This design comes from an exercise in tuning for small area, a short achievable clock period and few clock cycles per item on the open sky130 flow, not from production work. In this exercise RTL edits were held to simulation tests only and were not proved equivalent to the original.

==> design.v <==
module salsa_qr (
    input  wire [31:0] a_i,
    input  wire [31:0] b_i,
    input  wire [31:0] c_i,
    input  wire [31:0] d_i,
    output wire [31:0] a_o,
    output wire [31:0] b_o,
    output wire [31:0] c_o,
    output wire [31:0] d_o
);
    wire [31:0] s1 = a_i + d_i;
    assign b_o = b_i ^ {s1[24:0], s1[31:25]};    
    wire [31:0] s2 = b_o + a_i;
    assign c_o = c_i ^ {s2[22:0], s2[31:23]};    
    wire [31:0] s3 = c_o + b_o;
    assign d_o = d_i ^ {s3[18:0], s3[31:19]};    
    wire [31:0] s4 = d_o + c_o;
    assign a_o = a_i ^ {s4[13:0], s4[31:14]};    
endmodule
module salsa_doubleround (
    input  wire [511:0] x_i,
    output wire [511:0] x_o
);
    wire [31:0] x  [0:15];
    wire [31:0] c  [0:15];    
    wire [31:0] r  [0:15];    
    genvar k;
    generate
        for (k = 0; k < 16; k = k + 1) begin : g_word
            assign x[k] = x_i[32*k +: 32];
            assign x_o[32*k +: 32] = r[k];
        end
    endgenerate
    salsa_qr u_c0 (.a_i(x[0]),  .b_i(x[4]),  .c_i(x[8]),  .d_i(x[12]),
                   .a_o(c[0]),  .b_o(c[4]),  .c_o(c[8]),  .d_o(c[12]));
    salsa_qr u_c1 (.a_i(x[5]),  .b_i(x[9]),  .c_i(x[13]), .d_i(x[1]),
                   .a_o(c[5]),  .b_o(c[9]),  .c_o(c[13]), .d_o(c[1]));
    salsa_qr u_c2 (.a_i(x[10]), .b_i(x[14]), .c_i(x[2]),  .d_i(x[6]),
                   .a_o(c[10]), .b_o(c[14]), .c_o(c[2]),  .d_o(c[6]));
    salsa_qr u_c3 (.a_i(x[15]), .b_i(x[3]),  .c_i(x[7]),  .d_i(x[11]),
                   .a_o(c[15]), .b_o(c[3]),  .c_o(c[7]),  .d_o(c[11]));
    salsa_qr u_r0 (.a_i(c[0]),  .b_i(c[1]),  .c_i(c[2]),  .d_i(c[3]),
                   .a_o(r[0]),  .b_o(r[1]),  .c_o(r[2]),  .d_o(r[3]));
    salsa_qr u_r1 (.a_i(c[5]),  .b_i(c[6]),  .c_i(c[7]),  .d_i(c[4]),
                   .a_o(r[5]),  .b_o(r[6]),  .c_o(r[7]),  .d_o(r[4]));
    salsa_qr u_r2 (.a_i(c[10]), .b_i(c[11]), .c_i(c[8]),  .d_i(c[9]),
                   .a_o(r[10]), .b_o(r[11]), .c_o(r[8]),  .d_o(r[9]));
    salsa_qr u_r3 (.a_i(c[15]), .b_i(c[12]), .c_i(c[13]), .d_i(c[14]),
                   .a_o(r[15]), .b_o(r[12]), .c_o(r[13]), .d_o(r[14]));
endmodule
module scrypt_blockmix (
    input  wire          clk,
    input  wire          rst,         
    input  wire          in_valid,
    output wire          in_ready,
    input  wire [1023:0] in_data,
    output wire          out_valid,
    input  wire          out_ready,
    output wire [1023:0] out_data
);
    localparam [2:0] S_IDLE  = 3'd0,    
                     S_ROUND = 3'd1,    
                     S_FF    = 3'd2,    
                     S_DONE  = 3'd3;    
    reg  [2:0]   state;
    reg  [1:0]   round;       
    reg          second;      
    reg  [511:0] b1_q;        
    reg  [511:0] w_q;         
    reg  [511:0] x_q;         
    reg  [511:0] y0_q;        
    reg  [511:0] y1_q;        
    wire [511:0] x_dr;
    salsa_doubleround u_dr (.x_i(x_q), .x_o(x_dr));
    wire [511:0] y_ff;
    genvar k;
    generate
        for (k = 0; k < 16; k = k + 1) begin : g_ff
            assign y_ff[32*k +: 32] = x_q[32*k +: 32] + w_q[32*k +: 32];
        end
    endgenerate
    assign in_ready  = (state == S_IDLE);
    assign out_valid = (state == S_DONE);
    assign out_data  = {y1_q, y0_q};
    always @(posedge clk) begin
        if (rst) begin
            state  <= S_IDLE;
            round  <= 2'd0;
            second <= 1'b0;
        end else begin
            case (state)
                S_IDLE: begin
                    if (in_valid) begin
                        state  <= S_ROUND;
                        round  <= 2'd0;
                        second <= 1'b0;
                    end
                end
                S_ROUND: begin
                    round <= round + 2'd1;
                    if (round == 2'd3)
                        state <= S_FF;
                end
                S_FF: begin
                    if (!second) begin
                        state  <= S_ROUND;
                        round  <= 2'd0;
                        second <= 1'b1;
                    end else begin
                        state <= S_DONE;
                    end
                end
                S_DONE: begin
                    if (out_ready)
                        state <= S_IDLE;
                end
                default: state <= S_IDLE;
            endcase
        end
    end
    always @(posedge clk) begin
        case (state)
            S_IDLE: begin
                if (in_valid) begin
                    b1_q <= in_data[1023:512];
                    w_q  <= in_data[1023:512] ^ in_data[511:0];
                    x_q  <= in_data[1023:512] ^ in_data[511:0];
                end
            end
            S_ROUND: begin
                x_q <= x_dr;
            end
            S_FF: begin
                if (!second) begin
                    y0_q <= y_ff;
                    w_q  <= y_ff ^ b1_q;
                    x_q  <= y_ff ^ b1_q;
                end else begin
                    y1_q <= y_ff;
                end
            end
            default: ;
        endcase
    end
endmodule
==> run.sh <==
#!/bin/bash
# synth_recipe.tcl (not shown) runs the flow's synth.tcl, then flattens the netlist and writes it again
# the make line also repeats each setting of config.mk as NAME=value (left out here)
make -C /OpenROAD-flow-scripts/flow DESIGN_CONFIG=/design/flow/config.mk WORK_HOME=/design/flow/orfs CLKGATE_MAP_FILE= SYNTH_SCRIPT=/design/flow/synth_recipe.tcl finish
==> config.mk <==
export PLATFORM = sky130hd
export DESIGN_NAME = scrypt_blockmix
export DESIGN_NICKNAME = scrypt_blockmix
export VERILOG_FILES = /design/flow/design.v
export SDC_FILE = /design/flow/constraint.sdc
export NUM_CORES = 4
export LEC_CHECK = 0
export CAP_MARGIN = 20
export CORE_MARGIN = 2
export CORE_UTILIZATION = 25
export PLACE_DENSITY = 0.35
export SLEW_MARGIN = 20
==> constraint.sdc <==
create_clock -name core_clock -period 35.0 [get_ports {clk}]
set_input_delay 7.0000 -clock core_clock [delete_from_list [all_inputs] [get_ports {clk}]]
set_output_delay 7.0000 -clock core_clock [all_outputs]
set_load 0.01 [all_outputs]
==> run summary <==
[worst max path at each step]
stage,start,end,slack (ps),depth (start not counted)
detailed placement,x_q[320],x_q[336],880,141
CTS,x_q[32],x_q[177],710,158
finish,x_q[352],x_q[496],1620,141
global placement,x_q[32],x_q[177],740,159
floorplan,in_valid,round[0],4990,5
global route,x_q[162],x_q[177],-40,161
[cell families after synthesis]
kind of cell    count (synthesis)  share of synthesized area, %
compound gates               3454                         13.44
xor+xnor                     3486                         17.75
simple gates                 4245                         10.58
buf+inv                       915                         1.991
flops                        2565                         44.40
mux                            86                        0.5297
fa+ha+maj                    1542                         11.32
[cell usage in the layout, fill, tap and decap left out, types with 325 or more instances in the layout]
cell             count
edfxtp_1          2560
nor2_1            2518
clkdlybuf4s50_1   2053
xnor2_1           1638
ha_1              1482
xor2_1            1459
a21oi_1           1083
buf_4              939
inv_1              569
nand2_1            538
o21ai_0            404
a21o_1             403
clkbuf_16          337
xnor2_2            327
a221oi_1           325
[final cells by class]
type | count | share of cell area [%]
multi-input cells | 12810 | 42.54
well taps | 9210 | 5.092
flip-flops and latches | 2565 | 34.01
inverters | 574 | 0.9630
diodes | 99 | 0.1095
clock buffers | 394 | 3.821
repair buffers | 3016 | 12.37
clock inverters | 223 | 1.102
[critical path: cells and delay by family, from the launching register on]
| family | cells | cell delay, ps |
|---|---|---|
| xor+xnor | 8 | 3050 |
| flops | 1 | 600 |
| buf+inv | 10 | 1650 |
| mux | 1 | 310 |
| fa+ha+maj | 11 | 3570 |
| compound gates | 92 | 19790 |
| simple gates | 19 | 4020 |
[synthesized netlist by cell type (48+ instances only)]
master / number
inv_1: 572
a21o_1: 403
xor2_1: 1494
nand3_1: 229
o21bai_1: 312
and3_1: 123
nor2_1: 2525
edfxtp_1: 2560
a211oi_1: 75
a221oi_1: 325
or3_1: 96
xnor2_1: 1973
o21a_1: 123
a22oi_1: 55
o211ai_1: 60
o21ai_0: 414
ha_1: 1485
a21oi_1: 1098
nor2b_1: 106
nand2_1: 540
a31oi_1: 68
nand2b_1: 104
clkbuf_1: 295
nor3_1: 308
fa_1: 48
a21boi_0: 84
[metal layers]
metal | up-vias | global-route usage, % | routed length [um]
li1 | 65090 | - | -
met1 | 77270 | 42.67 | 506600
met2 | 6704 | 53.02 | 544500
met3 | 1538 | 6.762 | 85750
met4 | 118 | 12.53 | 55170
met5 | - | 0 | 762
[metrics by stage]
stage / setup slack, ps / utilization [%] / hold slack, ps / setup TNS (ps)
after floorplan: 4990 / - / 447.2 / 0
after global placement: 737.3 / 31.02 / 476.3 / 0
after detailed placement: 875.1 / 31.06 / 475.1 / 0
after CTS: 711.1 / 32.68 / 485.9 / 0
after global routing: -41.11 / 32.75 / 524.3 / -41.11
final: 1616 / 32.78 / 483.9 / 0
[repair_timing]
item | CTS | global route
resized for setup | 0 | 86
setup buffers | 0 | 5
endpoints found under the setup margin | 0 | 63
hold endpoints to repair | 0 | 0
[registers in the layout (all words and copies together), names as in the netlist]
| name | flops |
|---|---|
| y0_q | 512 |
| x_q | 512 |
| round | 2 |
| b1_q | 512 |
| second | 1 |
| state | 2 |
| w_q | 512 |
| y1_q | 512 |
==> report_table.html <==
<table>
<tr><th>Metric</th><th>Value</th></tr>
<tr><th colspan="2">Final layout</th></tr>
<tr><td>Number of fill cells in the layout</td><td>just over 70000</td></tr>
<tr><td>Final Instance Count excl. Fillers</td><td>between 20000 and 30000</td></tr>
<tr><td>Area occupied by multi-input gates</td><td>around 96000 um^2</td></tr>
<tr><td>Area growth from synthesis to layout</td><td>30.53%</td></tr>
<tr><td>Sequential standard cell area</td><td>76970 um^2</td></tr>
<tr><td>Share of final-layout standard cells stronger than drive strength 1</td><td>a little over a tenth</td></tr>
<tr><td>Number of nets at the end of the flow</td><td>around 22000</td></tr>
<tr><td>Final non-filler cell area</td><td>approximately 230000 um^2</td></tr>
<tr><th colspan="2">Setup path</th></tr>
<tr><td>Reg-to-Reg End</td><td>x_q[496]</td></tr>
<tr><td>Worst path required time</td><td>between 30000 and 40000 ps</td></tr>
<tr><td>Signal arrival time at the worst endpoint</td><td>between 30000 and 40000 ps</td></tr>
<tr><td>Most frequent cell on the critical path</td><td>o21ai_0</td></tr>
<tr><td>WS Path Type</td><td>reg2reg</td></tr>
<tr><td>CP max stage cell</td><td>xnor2_2</td></tr>
<tr><td>Maximum net fanout on the critical path</td><td>6</td></tr>
<tr><td>Crit path largest cell delay</td><td>980 ps</td></tr>
<tr><td>Worst reg-to-reg setup slack</td><td>between 1500 and 2000 ps</td></tr>
<tr><td>Kind of end point of the critical path</td><td>flop</td></tr>
<tr><td>FF-to-FF Start</td><td>x_q[352]</td></tr>
<tr><td>Element type at the critical path start</td><td>flop</td></tr>
<tr><td>Register-to-Register Path Depth</td><td>approximately 140</td></tr>
<tr><th colspan="2">Timing</th></tr>
<tr><td>Pins over their slew limit</td><td>0</td></tr>
<tr><td>Clock period minus worst slack</td><td>between 30000 and 40000 ps</td></tr>
<tr><td>Portion of the clock cycle consumed by the worst path in the final layout</td><td>between 90 and 100%</td></tr>
<tr><td>Max-slew headroom</td><td>between 7 and 8%</td></tr>
<tr><td># setup viols final</td><td>0</td></tr>
<tr><td>Fin Clk Skew</td><td>around 76 ps</td></tr>
<tr><td>Worst-Margin Slew</td><td>around 1400 ps</td></tr>
<tr><td>Final hold violation count</td><td>0</td></tr>
<tr><td>Max Clock Freq</td><td>approximately 30 MHz</td></tr>
<tr><th colspan="2">Clock tree</th></tr>
<tr><td>CTS tree</td><td>done</td></tr>
<tr><td>Clock Latency Late Sink</td><td>1090 ps</td></tr>
<tr><td>Clock buffers created by TritonCTS</td><td>~340</td></tr>
<tr><td>Count of H-tree levels built during CTS</td><td>5</td></tr>
<tr><td>CTS max path bufs</td><td>4</td></tr>
<tr><td>Root Driver</td><td>clkbuf_16</td></tr>
<tr><td>CTS Sinks</td><td>around 2600</td></tr>
<tr><td>Clock slew seen by the registers of the worst setup and hold paths</td><td>60 ps</td></tr>
<tr><td>Number of hold buffers added after cts</td><td>0</td></tr>
<tr><th colspan="2">Yosys</th></tr>
<tr><td>Synthesis warning total</td><td>2</td></tr>
<tr><td>Largest area contributor in the synthesized netlist</td><td>edfxtp_1</td></tr>
<tr><td>Portion of synthesized cell area occupied by the leading cell type</td><td>between 40 and 50%</td></tr>
<tr><td>Asr flop ratio synth</td><td>0%</td></tr>
<tr><td>Most used DFF post-synth</td><td>edfxtp_1</td></tr>
<tr><td>Main area contributors after synthesis</td><td>edfxtp_1 (44%), ha_1 (11%), xnor2_1 (10%)</td></tr>
<tr><td>Number of distinct library cell variants in the gate-level netlist after synthesis</td><td>between 100 and 150</td></tr>
<tr><td>Synthesis-stage register bit count</td><td>about 2600</td></tr>
<tr><td>Mean post-synth cell area</td><td>approximately 11 um^2</td></tr>
<tr><td>Number of enable-type register cells in the synthesized netlist</td><td>2560</td></tr>
<tr><td>Instance count of the mapped netlist</td><td>approximately 16000</td></tr>
<tr><td>Syn Nets</td><td>around 19000</td></tr>
<tr><td>Total standard cell area after synthesis</td><td>~170000 um^2</td></tr>
<tr><td>Sequential element share of the synthesized area</td><td>approximately 44%</td></tr>
<tr><th colspan="2">Global route</th></tr>
<tr><td>First-pass GRT wire length</td><td>between 1500000 and 2000000 um</td></tr>
<tr><td>Number of global-route vias before repair</td><td>roughly 140k</td></tr>
<tr><td>Antenna violations before repair</td><td>between 300 and 400</td></tr>
<tr><td>Total track usage</td><td>between 30% and 40%</td></tr>
<tr><td>Largest net degree at the start of global routing</td><td>148</td></tr>
<tr><td>Grt ovf</td><td>0</td></tr>
<tr><th colspan="2">Run</th></tr>
<tr><td>Maximum Capacitance Violations</td><td>0</td></tr>
<tr><th colspan="2">Floorplan</th></tr>
<tr><td>Die span in y</td><td>roughly 840 um</td></tr>
<tr><td>Starting Density</td><td>25.12%</td></tr>
<tr><td>Area of the core</td><td>690300 um^2</td></tr>
<tr><td>Die Width</td><td>836.8 um</td></tr>
<tr><td>Number of placed I/O pins</td><td>a little over 2000</td></tr>
<tr><td>Number of placement rows</td><td>just over 300</td></tr>
<tr><td>Die ar.</td><td>about 700000 um^2</td></tr>
<tr><th colspan="2">Route</th></tr>
<tr><td>Post-detailed-route wirelength per cell</td><td>roughly 41 um</td></tr>
<tr><td>Via density per instance</td><td>roughly 5.2</td></tr>
<tr><td>Detailed router's first-iteration violation count</td><td>around 17000</td></tr>
<tr><td>Drc violations</td><td>0</td></tr>
<tr><td>Wire length after detailed routing</td><td>between 1000000 and 1500000 um</td></tr>
<tr><td>Antenna-violating nets left</td><td>0</td></tr>
<tr><td>Detailed-routing iteration count for the pre-antenna-repair pass</td><td>6</td></tr>
<tr><td>Via total after detailed routing</td><td>between 150k and 200k</td></tr>
<tr><th colspan="2">Min path</th></tr>
<tr><td>Number of stages on the worst hold path</td><td>2</td></tr>
<tr><td>WHS Endpoint</td><td>round[1]</td></tr>
<tr><td>Worst min-delay path class</td><td>reg2reg</td></tr>
<tr><td>Hold wc startpoint</td><td>round[1]</td></tr>
<tr><th colspan="2">Placement</th></tr>
<tr><td>Quantity of I/O buffers inserted on ports</td><td>2053</td></tr>
<tr><td>Placed Cells</td><td>28170</td></tr>
<tr><td>Detailed placement HPWL</td><td>approximately 1000000 um</td></tr>
<tr><td>Placer's final routability congestion estimate</td><td>around 1</td></tr>
<tr><td>DP Area</td><td>about 210000 um^2</td></tr>
<tr><th colspan="2">Status</th></tr>
<tr><td>Run status</td><td>finished clean</td></tr>
</table>
Testbench counts, summed over its fixed seeds: cycles 6,144, items 512.

[what the ideal ports hide]
No port has a modelled driver above. Below, the same layout with a new extraction and two added sets of constraints. Step 1 sets driving cells, clkbuf_16 on the clock port and buf_2 on the other inputs (assumed; they add their load-dependent delay and slew). Step 2 times the ports against the registers' clock, not the clock port: input delays grow and output delays shrink by t, the midpoint of the rising clock arrivals with the driver on. Three values: no drivers, after step 1, after step 2; two values: the first two.
t (ns): 1.206
setup slack, ns: 1.616 / 1.616 / 1.616
worst hold slack (ns): 0.484 / 0.484 / 0.484
slew at the worst register clock pin (ns): 0.09 / 0.09
worst slew at a driven data input, ns: 0.21
After both steps setup and hold are still met in this run. The setup slack of this run moves by 0.000 ns with the drivers and by 0.000 ns with both steps.
